This design comes from an exercise in tuning for a short achievable clock period on the open sky130 flow, not from production work. Function was checked by simulation only, so behaviour that the tests miss may differ from the original. Power is estimated from default activity; no workload was simulated.

==> design.v <==
module bcd_decode (
    input  wire [15:0] p,
    output wire        ok,
    output wire [6:0]  m,
    output wire [6:0]  s
);
    assign ok = (p[15:12] <= 4'd9) && (p[11:8] <= 4'd9) &&
                (p[7:4]   <= 4'd9) && (p[3:0]  <= 4'd9);
    assign m  = {3'd0, p[15:12]} * 7'd10 + {3'd0, p[11:8]};
    assign s  = {3'd0, p[7:4]}   * 7'd10 + {3'd0, p[3:0]};
endmodule
module bcd_time_increment (
    input  wire [15:0] p,
    output wire [15:0] q,
    output wire        sec_wrap,
    output wire        hour_ovf
);
    wire [3:0] so = p[3:0];
    wire [3:0] st = p[7:4];
    wire [3:0] mo = p[11:8];
    wire [3:0] mt = p[15:12];
    wire c0 = 1'b1;
    wire c1 = c0 & (so == 4'd9);
    wire c2 = c1 & (st == 4'd5);
    wire c3 = c2 & (mo == 4'd9);
    wire [3:0] so_n = !c0 ? so : (so == 4'd9) ? 4'd0 : so + 4'd1;
    wire [3:0] st_n = !c1 ? st : (st == 4'd5) ? 4'd0 : st + 4'd1;
    wire [3:0] mo_n = !c2 ? mo : (mo == 4'd9) ? 4'd0 : mo + 4'd1;
    wire [3:0] mt_n = !c3 ? mt : (mt == 4'd5) ? 4'd0 : mt + 4'd1;
    assign q        = {mt_n, mo_n, st_n, so_n};
    assign sec_wrap = c2;
    assign hour_ovf = (q == 16'h0000);
endmodule
module debounce_edge_detector (
    input  wire       clk,
    input  wire       rst,
    input  wire       edge_mode,      
    input  wire       active,         
    input  wire       btn_raw,
    input  wire [9:0] sw_raw,
    input  wire       tmr_timeout,
    input  wire       host_ack_btn,
    input  wire       host_ack_tick,
    input  wire       ack_tick,       
    output reg        btn_lvl,
    output reg  [9:0] sw_lvl,
    output reg        btn_cap,
    output reg        tick_pending,
    output reg  [2:0] ev_kind,
    output wire [5:0] ev_val
);
    localparam EV_NOOP = 3'd0, EV_SET_SEC = 3'd1, EV_SET_MIN = 3'd2,
               EV_SET_HRS = 3'd3, EV_BUMP = 3'd4, EV_EXIT = 3'd5;
    wire trans = (btn_lvl != btn_raw);
    reg ack_btn;
    always @(*) begin
        ev_kind = EV_NOOP;
        ack_btn = 1'b0;
        if (active) begin
            if (edge_mode) begin
                if (btn_cap) begin
                    ack_btn = 1'b1;
                    if (btn_lvl) ev_kind = EV_BUMP;
                end
            end else begin
                if (sw_lvl[7])               ev_kind = EV_EXIT;
                else if (sw_lvl[9:8] == 2'd1) ev_kind = EV_SET_SEC;
                else if (sw_lvl[9:8] == 2'd2) ev_kind = EV_SET_MIN;
                else if (sw_lvl[9:8] == 2'd3) ev_kind = EV_SET_HRS;
                else if (btn_lvl)            ev_kind = EV_BUMP;
            end
        end
    end
    assign ev_val = sw_lvl[5:0];
    always @(posedge clk) begin
        if (rst) begin
            btn_lvl      <= 1'b0;
            sw_lvl       <= 10'd0;
            btn_cap      <= 1'b0;
            tick_pending <= 1'b0;
        end else begin
            btn_lvl      <= btn_raw;
            sw_lvl       <= sw_raw;
            btn_cap      <= trans | (btn_cap & ~(ack_btn | host_ack_btn));
            tick_pending <= tmr_timeout | (tick_pending & ~(ack_tick | host_ack_tick));
        end
    end
endmodule
module clock_state_mux #(
    parameter [15:0] SEED_PACKED = 16'h0000,
    parameter [6:0]  SEED_HOURS  = 7'd0,
    parameter [4:0]  N_TICKS     = 5'd10,
    parameter [5:0]  BUMP_AMOUNT = 6'd2
) (
    input  wire        clk,
    input  wire        rst,
    input  wire        irq_mode,       
    input  wire        active,
    input  wire [2:0]  ev_kind,
    input  wire [5:0]  ev_val,
    input  wire        tick_pending,
    input  wire        btn_cap,
    output reg  [15:0] packed_time,
    output reg  [6:0]  hours,
    output reg  [3:0]  sub_tick_count,
    output reg         halted,
    output wire        ack_tick,
    output wire        refresh
);
    localparam EV_NOOP = 3'd0, EV_SET_SEC = 3'd1, EV_SET_MIN = 3'd2,
               EV_SET_HRS = 3'd3, EV_BUMP = 3'd4, EV_EXIT = 3'd5;
    wire       cur_ok;
    wire [6:0] cur_m, cur_s;
    bcd_decode u_dec_cur (.p(packed_time), .ok(cur_ok), .m(cur_m), .s(cur_s));
    wire [5:0]  set_v    = ev_val % 6'd60;
    wire [5:0]  set_tens = set_v / 6'd10;
    wire [5:0]  set_ones = set_v % 6'd10;
    wire [7:0]  set_bcd  = {set_tens[3:0], set_ones[3:0]};
    wire [11:0] bump_tot   = cur_m * 12'd60 + {5'd0, cur_s} + {6'd0, BUMP_AMOUNT};
    wire [11:0] bump_rem   = bump_tot % 12'd3600;
    wire [11:0] bump_min   = bump_rem / 12'd60;
    wire [11:0] bump_sec   = bump_rem % 12'd60;
    wire [11:0] bump_mt    = bump_min / 12'd10;
    wire [11:0] bump_mo    = bump_min % 12'd10;
    wire [11:0] bump_st    = bump_sec / 12'd10;
    wire [11:0] bump_so    = bump_sec % 12'd10;
    wire [15:0] bump_pt    = {bump_mt[3:0], bump_mo[3:0], bump_st[3:0], bump_so[3:0]};
    wire [11:0] bump_carry = bump_tot / 12'd3600;
    wire [7:0]  bump_hsum  = {1'b0, hours} + bump_carry[7:0];
    wire [7:0]  bump_hr    = bump_hsum % 8'd100;
    reg [15:0] pt1;
    reg [6:0]  hr1;
    reg        hl1;
    always @(*) begin
        pt1 = packed_time;
        hr1 = hours;
        hl1 = halted;
        case (ev_kind)
            EV_SET_SEC: pt1 = {packed_time[15:8], set_bcd};
            EV_SET_MIN: pt1 = {set_bcd, packed_time[7:0]};
            EV_SET_HRS: hr1 = {1'b0, ev_val} % 7'd100;
            EV_BUMP: if (cur_ok) begin
                pt1 = bump_pt;
                hr1 = bump_hr[6:0];
            end
            EV_EXIT:    hl1 = 1'b1;
            default: ;
        endcase
    end
    wire serve_tick = active && tick_pending && !hl1 && (!irq_mode || !btn_cap);
    wire [15:0] inc_q;
    wire        inc_sec_wrap, inc_hour_ovf;
    bcd_time_increment u_inc (.p(pt1), .q(inc_q), .sec_wrap(inc_sec_wrap),
                              .hour_ovf(inc_hour_ovf));
    wire [4:0] sub_next = {1'b0, sub_tick_count} + 5'd1;
    wire       advance  = serve_tick && (sub_next >= N_TICKS[4:0]);
    wire [7:0] hr_inc   = ({1'b0, hr1} + 8'd1) % 8'd100;
    assign ack_tick = serve_tick;
    assign refresh  = advance;
    always @(posedge clk) begin
        if (rst) begin
            packed_time    <= SEED_PACKED;
            hours          <= SEED_HOURS;
            sub_tick_count <= 4'd0;
            halted         <= 1'b0;
        end else begin
            halted <= hl1;
            if (advance) begin
                packed_time    <= inc_q;
                hours          <= inc_hour_ovf ? hr_inc[6:0] : hr1;
                sub_tick_count <= 4'd0;
            end else begin
                packed_time    <= pt1;
                hours          <= hr1;
                if (serve_tick) sub_tick_count <= sub_next[3:0];
            end
        end
    end
endmodule
module clock_core (
    input  wire        clk,
    input  wire        rst,
    input  wire        cfg_irq,        
    input  wire        cfg_edge,       
    input  wire        btn_raw,
    input  wire [9:0]  sw_raw,
    input  wire        tmr_timeout,
    input  wire        dispatch_en,
    input  wire        host_ack_btn,
    input  wire        host_ack_tick,
    output wire [15:0] packed_time,
    output wire [6:0]  hours,
    output wire [3:0]  sub_tick_count,
    output wire        halted,
    output wire        tick_pending,
    output wire        btn_cap,
    output wire        btn_lvl,
    output wire [9:0]  sw_lvl,
    output wire [6:0]  dec_min,
    output wire [6:0]  dec_sec,
    output wire        bcd_err,
    output wire        refresh,
    output wire        irq
);
    wire edge_mode = cfg_edge | cfg_irq;
    wire active    = dispatch_en & ~halted;
    wire [2:0] ev_kind;
    wire [5:0] ev_val;
    wire       ack_tick;
    debounce_edge_detector u_ed (
        .clk(clk), .rst(rst), .edge_mode(edge_mode), .active(active),
        .btn_raw(btn_raw), .sw_raw(sw_raw), .tmr_timeout(tmr_timeout),
        .host_ack_btn(host_ack_btn), .host_ack_tick(host_ack_tick),
        .ack_tick(ack_tick),
        .btn_lvl(btn_lvl), .sw_lvl(sw_lvl), .btn_cap(btn_cap),
        .tick_pending(tick_pending), .ev_kind(ev_kind), .ev_val(ev_val)
    );
    clock_state_mux u_csm (
        .clk(clk), .rst(rst), .irq_mode(cfg_irq), .active(active),
        .ev_kind(ev_kind), .ev_val(ev_val),
        .tick_pending(tick_pending), .btn_cap(btn_cap),
        .packed_time(packed_time), .hours(hours),
        .sub_tick_count(sub_tick_count), .halted(halted),
        .ack_tick(ack_tick), .refresh(refresh)
    );
    wire dec_ok;
    bcd_decode u_dec_out (.p(packed_time), .ok(dec_ok), .m(dec_min), .s(dec_sec));
    assign bcd_err = ~dec_ok;
    assign irq = cfg_irq & (btn_cap | tick_pending) & ~halted;
endmodule
==> run.sh <==
#!/bin/bash
# synth_recipe.tcl (not shown) runs the flow's synth.tcl, then flattens the netlist and writes it again
# the make line also repeats each setting of config.mk as NAME=value (left out here)
make -C /OpenROAD-flow-scripts/flow DESIGN_CONFIG=/design/flow/config.mk WORK_HOME=/design/flow/orfs CLKGATE_MAP_FILE= SYNTH_SCRIPT=/design/flow/synth_recipe.tcl finish
==> config.mk <==
export PLATFORM = sky130hd
export DESIGN_NAME = clock_core
export DESIGN_NICKNAME = clock_core
export VERILOG_FILES = /design/flow/design.v
export SDC_FILE = /design/flow/constraint.sdc
export NUM_CORES = 4
export LEC_CHECK = 0
export CAP_MARGIN = 20
export CORE_MARGIN = 2
export CORE_UTILIZATION = 40
export SLEW_MARGIN = 20
==> constraint.sdc <==
create_clock -name core_clock -period 14.0 [get_ports {clk}]
set_input_delay 2.8000 -clock core_clock [delete_from_list [all_inputs] [get_ports {clk}]]
set_output_delay 2.8000 -clock core_clock [all_outputs]
set_load 0.01 [all_outputs]
==> notes.md <==
[worst min path at each step]
stage	from	endpoint	slack, ps
2_1_floorplan	u_ed.btn_cap$_SDFF_PP0_	u_ed.btn_cap$_SDFF_PP0_	540
6_report	u_ed.btn_cap$_SDFF_PP0_	u_ed.btn_cap$_SDFF_PP0_	540
3_3_place_gp	u_csm.halted$_SDFF_PP0_	u_csm.halted$_SDFF_PP0_	530
4_1_cts	u_ed.btn_cap$_SDFF_PP0_	u_ed.btn_cap$_SDFF_PP0_	550
5_1_grt	u_ed.btn_cap$_SDFF_PP0_	u_ed.btn_cap$_SDFF_PP0_	590
3_5_place_dp	u_ed.btn_cap$_SDFF_PP0_	u_ed.btn_cap$_SDFF_PP0_	530
[layout make-up]
class / instances / area share, %
multi-input cells: 898 / 73.1
repair buffers: 89 / 9.72
flip-flops and latches: 41 / 9.32
well taps: 234 / 3.32
inverters: 61 / 2.60
clock buffers: 7 / 1.62
clock inverters: 1 / 0.341
[flip-flops by register name, summed over array words and instances, names as in the netlist]
name and cells:
u_csm.hours 7, u_ed.btn_cap 1, u_ed.sw_lvl 10, u_ed.tick_pending 1
u_csm.halted 1, u_ed.btn_lvl 1, u_csm.packed_time 16, u_csm.sub_tick_count 4
[repair_timing]
item | in CTS | in global routing
endpoints found under the setup margin | 0 | 15
setup buffers | 0 | 4
gates resized for setup | 0 | 2
[cell usage in the layout, fill, tap and decap left out, types with 9 or more instances in the layout]
cell / n
a22oi_1: 14
or2_2: 10
nor2b_1: 21
a21oi_1: 65
inv_1: 58
xor2_1: 24
o21a_1: 9
nand2_1: 88
a21o_1: 16
nand3_1: 38
mux2i_1: 17
o21ai_0: 49
ha_1: 47
nor3_1: 33
nand4_1: 13
fa_1: 12
buf_4: 12
clkdlybuf4s50_1: 76
and2_1: 11
and3_1: 17
nor2_1: 104
o21ai_1: 10
a31oi_1: 24
dfxtp_1: 41
o211ai_1: 10
xnor2_1: 52
nand2b_1: 12
[metal layers]
layer | share of wire [%] | routed length [µm]
met3 | 4.2 | 954
met1 | 47 | 10700
met4 | 1.7 | 391
met5 | 0 | 0
met2 | 47 | 10600
[report_power, final]
group | internal, µW | total [µW] | leakage (µW) | switching (µW)
clock network | 89.2 | 137 | 0.0000841 | 48.3
logic | 103 | 262 | 0.00296 | 159
registers | 121 | 129 | 0.000334 | 8.15
[worst reg2reg max path, delay by kind of cell (launching register included)]
family,cells,cell delay [ps]
simple gates,12,3290
xor+xnor,4,1100
flops,1,420
compound gates,17,4600
buf+inv,6,770
mux,1,500
fa+ha+maj,7,2370
[cells by family after synthesis]
family / after synthesis
simple gates: 416
compound gates: 325
buf+inv: 98
xor+xnor: 77
fa+ha+maj: 59
flops: 41
mux: 21
[stage by stage]
stage	util, %	hold slack [ps]	area (µm²)	worst slack [ps]
after global routing	47.1	588	8810	-14.2
after global placement	45.9	529	8590	711
after CTS	46.8	545	8760	445
after detailed placement	45.9	531	8590	513
after floorplan	-	539	7640	2280
final	47.1	538	8810	875
==> metrics.md <==
| Metric | Value |
|---|---|
| Status | `finished clean` |
| Met2 Use GR | `37.5%` |
| Wire length per cell | `17.0 µm` |
| Die width | `approximately 140 µm` |
| Gr ovfl total | `0` |
| Synth Area per Inst | `7.37 µm²` |
| P_leak | `roughly 0.0034 µW` |
| Async set-reset flop share out of synthesis | `0%` |
| Mux cell area share after synthesis | `2.96%` |
| Worst path bufs/invs | `6` |
| Initial DRC Count | `~600` |
| Synthesis-stage register bit count | `between 40 and 50` |
| Synth warnings | `2` |
| Grt met1 use | `30.3%` |
| CTS Hold Bufs | `0` |
| Worst setup EP type | `flip-flop` |
| WP data required | `14,210 ps` |
| Die Ht | `about 140 µm` |
| Initial antenna violation count | `0` |
| Reg-to-reg critical path startpoint | `u_csm.packed_time[15]$_SDFF_PP0_` |
| Critical Path Source | `u_csm.packed_time[15]$_SDFF_PP0_` |
| Area grow syn2layout | `15.2%` |
| Gr busiest metal | `met2` |
| Post-Syn Instances | `1,037` |
| Vias in the first global route | `7,201` |
| CP arrival | `13,340 ps` |
| Final net count | `around 1,200` |
| Core Box Area | `about 0.019 mm²` |
| Number of I/O port buffers | `76` |
| Cell Rows | `50` |
| Max Clock Skew | `around 2.9 ps` |
| # IOs | `77` |
| Clock Pin Slew Worst Setup and Hold Paths | `around 60 ps` |
| Via count | `slightly above 8,000` |
| Largest family of logic cells by synthesized area | `compound AO/OA/AOI/OAI gates` |
| Tmin final | `approximately 13,000 ps` |
| Hold Fails Final Rpt | `0` |
| H-tree levels | `2` |
| Synth Area in XOR/XNOR | `8.92%` |
| Fraction of layout cells with a size suffix above 1 | `approximately 8%` |
| Non-Filler Instances | `about 1,300` |
| Worst Setup EP | `u_csm.packed_time[14]$_SDFF_PP0_` |
| DP HPWL | `18,200 µm` |
| CP delay by family, top | `compound AO/OA/AOI/OAI gates` |
| Slowest cell on crit path | `or4_4` |
| Setup-failing EPs final | `0` |
| Die area | `0.0202 mm²` |
| Worst IR Drop VDD | `just under 0.00007 V` |
| Filler cells | `about 1,900` |
| R2R Setup Slk | `about 900 ps` |
| Worst-path maximum fanout | `13` |
| Compound-gate portion of the synthesized area | `roughly 33%` |
| Top-area cell type share of the netlist area | `between 10% and 20%` |
| Reg-to-Reg End | `u_csm.packed_time[14]$_SDFF_PP0_` |
| Design Power | `roughly 530 µW` |
| DRT Pass-1 Iters | `5` |
| Multi-input combinational cell area | `0.00644 mm²` |
| Crit Path Class | `flip-flop to flip-flop` |
| Area leader, netlist | `dfxtp_1` |
| All-Layer GR Usage | `21.9%` |
| Primary FF master, synth | `dfxtp_1` |
| FF/Latch Area | `821 µm²` |
| Total negative slack | `0 ps` |
| Fin. max-slew vios | `0` |
| Most numerous cell in the Yosys netlist | `nor2_1` |
| Final GP Congestion | `between 0.8 and 0.9` |
| Top post-synthesis cells by area | `dfxtp_1 (11%), ha_1 (7.7%), xnor2_1 (6.0%)` |
| Antenna Diode Count | `0` |
| Post-Route WL | `22,600 µm` |
| Placed Cells | `1,318` |
| Post-synth EDFFs | `0` |
| Final period util | `~94%` |
| Library cells used by synthesis | `approximately 120` |
| Max Root-Sink Buffers | `2` |
| CTS tree | `done` |
| Number of clock sinks | `a little over 40` |
| WP depth | `47` |
| Via density | `around 6` |
| Max stage delay on crit path | `about 560 ps` |
| CTS root buf | `clkbuf_16` |
| Syn_nets | `~1,100` |
| CTS Buf Count | `5` |
| Synth Area in Simple Gates | `28.7%` |
| Mapped Area | `between 0.007 and 0.008 mm²` |
| Adder-cell share of the synthesized area | `a little over a tenth` |
| R2R cell count | `47` |
| Initial Util | `roughly two fifths` |
| Clock latency at the later pin of the worst-skew pair | `~290 ps` |
| First-pass GRT wire length | `about 37,000 µm` |
| Max Cap Viol | `0` |
| Antenna viol nets, final | `0` |
| P per Cell Area | `about 60 mW/mm²` |
| Commonest cells in the netlist | `nor2_1 (104), nand2_1 (88), a21oi_1 (65), inv_1 (58), xnor2_1 (52)` |
| Met3 usage | `under 10%` |
| Fmax | `0.0762 GHz` |
| Hold depth | `2` |
| Hold Crit Class | `flip-flop to flip-flop` |
| Slew HR | `about two fifths` |
| Sequential-to-total area share from yosys stat | `a little over a tenth` |
| Slew at the pin with the worst max-slew slack | `~870 ps` |
| Top cell by count, worst path | `ha_1` |
| Type of origin of the critical path | `flip-flop` |
| DR DRC count | `0` |
| Pin count of the biggest net entering global routing | `31` |

[static timing again, ports no longer ideal]
No port has a modelled driver above. Below, the same layout with a new extraction and two added sets of constraints.
Step 1 (the two cells are an assumption about what drives the block):
set clk [get_ports {clk}]
set_driving_cell -lib_cell sky130_fd_sc_hd__clkbuf_16 $clk
set_driving_cell -lib_cell sky130_fd_sc_hd__buf_2 [delete_from_list [all_inputs] $clk]
Step 2, shift: input delay + t, output delay - t, t = (earliest + latest rising clock arrival at the registers) / 2. This alone moves slack from input paths to output paths.
Three values: ideal, step 1, step 2; two values: the first two.
shift t [ns]: 0.319
setup WS [ns]: 0.875 / 0.875 / 0.875
clock arrival spread, ns: 0.002 / 0.003
After both steps setup and hold are still met in this run. The setup slack of this run moves by 0.000 ns with the drivers and by 0.000 ns with both steps.
